Source: an optimization exercise on an open RTL-to-GDS flow (aim: small area, a short achievable clock period and few clock cycles). Production flows keep margins and buffers that such runs may drop.

## the previous run
==> module rtb_arith, before the edit <==
module rtb_arith (
    input  wire        clk,
    input  wire        rst,
    input  wire        in_valid,
    output wire        in_ready,
    input  wire [1:0]  op,
    input  wire [31:0] a,
    input  wire [31:0] b,
    output wire        out_valid,
    output wire [31:0] result,
    output wire        fits
);
    localparam K  = 2;                        
    localparam M  = 2;                        
    localparam NF = (25 + K - 1) / K;         
    localparam SF = NF * K;                   
    localparam NC = SF - 24;                  
    localparam NM = 32 / K;                   
    localparam NR = (29 + M - 1) / M;         
    localparam PR = NR * M - 29;              
    reg        rdy, ov, fit_q;
    reg        s_div, s_mul, s_pre, s_post, first;
    reg        is_f, neg;
    reg [4:0]  cnt;
    reg [31:0] d;
    reg [32:0] r;
    reg [31:0] q;
    assign in_ready  = rdy;
    assign out_valid = ov;
    assign result    = q;
    assign fits      = fit_q;
    reg [32:0] dr [0:K];
    reg [31:0] dq [0:K];
    reg [33:0] diff;
    reg [32:0] rsh;
    integer i;
    always @* begin
        dr[0] = r;
        dq[0] = q;
        for (i = 0; i < K; i = i + 1) begin
            rsh        = {dr[i][31:0], dq[i][31]};
            diff       = {1'b0, rsh} - {2'b00, d};
            dr[i+1]    = diff[33] ? rsh : diff[32:0];
            dq[i+1]    = {dq[i][30:0], ~diff[33]};
        end
    end
    wire nofit = |dq[K][K-1:K-NC];
    reg [31:0] mq [0:M];
    reg [32:0] mr [0:M];
    reg [32:0] sum;
    integer j;
    always @* begin
        mq[0] = q;
        mr[0] = r;
        for (j = 0; j < M; j = j + 1) begin
            sum     = {1'b0, mq[j]} + (mr[j][0] ? {1'b0, d} : 33'd0);
            mq[j+1] = sum[32:1];
            mr[j+1] = {1'b0, mr[j][32:1]};
        end
    end
    wire skip16 = ~is_f && first && (q[31:16] < d[15:0]);
    wire [31:0] qneg = ~q + 32'd1;
    wire        last = (cnt == 5'd1);
    always @(posedge clk) begin
        if (rst) begin
            rdy    <= 1'b1;
            ov     <= 1'b0;
            s_div  <= 1'b0;
            s_mul  <= 1'b0;
            s_pre  <= 1'b0;
            s_post <= 1'b0;
        end else begin
            ov <= 1'b0;
            if (rdy) begin
                if (in_valid) begin
                    rdy   <= 1'b0;
                    fit_q <= 1'b0;
                    first <= 1'b1;
                    is_f  <= (op == 2'd0);
                    neg   <= 1'b0;
                    case (op)
                        2'd0: begin
                            d <= b;
                            q <= 32'd0;
                            r <= {6'd0, a[26:0]} << (29 - SF);
                            cnt <= NF[4:0];
                            if (|a[31:27]) begin
                                rdy <= 1'b1;
                                ov  <= 1'b1;
                            end else
                                s_div <= 1'b1;
                        end
                        2'd1: begin
                            d <= b;
                            q <= 32'd1 << (28 + PR);
                            r <= {9'd0, a[23:0]} << PR;
                            cnt <= NR[4:0];
                            s_mul <= 1'b1;
                        end
                        2'd2: begin
                            d <= {16'd0, b[15:0]};
                            q <= a;
                            r <= 33'd0;
                            neg <= a[31];
                            cnt <= NM[4:0];
                            if (a[31]) s_pre <= 1'b1;
                            else       s_div <= 1'b1;
                        end
                        default: begin
                            q   <= 32'd0;
                            rdy <= 1'b1;
                            ov  <= 1'b1;
                        end
                    endcase
                end
            end
            if (s_pre) begin
                q     <= qneg;
                s_pre <= 1'b0;
                s_div <= 1'b1;
            end
            if (s_div) begin
                r     <= dr[K];
                q     <= dq[K];
                cnt   <= cnt - 5'd1;
                first <= 1'b0;
                if (skip16) begin
                    r   <= {17'd0, q[31:16]};
                    q   <= {q[15:0], 16'd0};
                    cnt <= cnt - 16 / K;
                end else if (is_f && first && nofit) begin
                    q     <= 32'd0;
                    s_div <= 1'b0;
                    rdy   <= 1'b1;
                    ov    <= 1'b1;
                end else if (last) begin
                    s_div <= 1'b0;
                    fit_q <= is_f;
                    if (neg)
                        s_post <= 1'b1;
                    else begin
                        rdy <= 1'b1;
                        ov  <= 1'b1;
                    end
                end
            end
            if (s_post) begin
                q      <= qneg;
                s_post <= 1'b0;
                rdy    <= 1'b1;
                ov     <= 1'b1;
            end
            if (s_mul) begin
                q   <= mq[M];
                r   <= mr[M];
                cnt <= cnt - 5'd1;
                if (last) begin
                    s_mul <= 1'b0;
                    rdy   <= 1'b1;
                    ov    <= 1'b1;
                end
            end
        end
    end
endmodule
Settings: LEC_CHECK=0, CAP_MARGIN=20, CORE_MARGIN=2, CORE_UTILIZATION=40, PLACE_DENSITY=0.6, SETUP_SLACK_MARGIN=5, SLEW_MARGIN=20; clock period 10.0 ns.
run.sh (not shown) runs the stock make flow with config.mk's settings and CLKGATE_MAP_FILE= SYNTH_SCRIPT=/design/flow/synth_recipe.tcl, a recipe that flattens the netlist after the stock synthesis.
What the current run does differently from the previous run at the input level:
diff --git a/flow/design.v b/flow/design.v
--- a/flow/design.v
+++ b/flow/design.v
@@ -58,7 +58,6 @@
             mr[j+1] = {1'b0, mr[j][32:1]};
         end
     end
-    wire skip16 = ~is_f && first && (q[31:16] < d[15:0]);
     wire [31:0] qneg = ~q + 32'd1;
     wire        last = (cnt == 5'd1);
     always @(posedge clk) begin
@@ -124,11 +123,7 @@
                 q     <= dq[K];
                 cnt   <= cnt - 5'd1;
                 first <= 1'b0;
-                if (skip16) begin
-                    r   <= {17'd0, q[31:16]};
-                    q   <= {q[15:0], 16'd0};
-                    cnt <= cnt - 16 / K;
-                end else if (is_f && first && nofit) begin
+                if (is_f && first && nofit) begin
                     q     <= 32'd0;
                     s_div <= 1'b0;
                     rdy   <= 1'b1;
Results
- The current run against the previous run: global-route wire length before repair went down 12,000 microns, area overhead of the layout relative to synthesis went up 7.6 points.
- | shortest period the worst path allows | the current run vs the previous run | better |
- Diff the previous run -> the current run: post-layout utilization of the core picked up an extra 3.4 points; overall global routing resource usage went down by 2.5 points; met2 global-route usage fell by 4.3 points.
- For vias per cell, dividing the value from the current run by the value from the previous run gives 0.939.
Function was not checked in any run of this note: the RTL went through the layout flow alone.

-- static timing again, ports no longer ideal --
In the flow no input, the clock included, has a driving cell. The finished layouts below were timed again as built, in two steps.
Step 1 sets driving cells, clkbuf_16 on the clock port and buf_2 on the other inputs (assumed; they add their load-dependent delay and slew).
Step 2 times the ports against the registers' clock, not the clock port: input delays grow and output delays shrink by t, the midpoint of the rising clock arrivals with the driver on.
Three values: no drivers, after step 1, after step 2; two values: the first two.
| run | shift t [ns] | setup slack, ns | worst hold slack (ns) | worst setup path after step 2 | latest minus earliest clock arrival (ns) |
|---|---|---|---|---|---|
| the previous run | 0.434 | 4.389 / 4.389 / 4.389 | 0.526 / 0.526 / 0.526 | register to register | 0.014 / 0.015 |
| the current run | 0.426 | 4.565 / 4.565 / 4.565 | 0.574 / 0.574 / 0.574 | register to register | 0.016 / 0.017 |
After both steps every run listed still meets setup and hold.
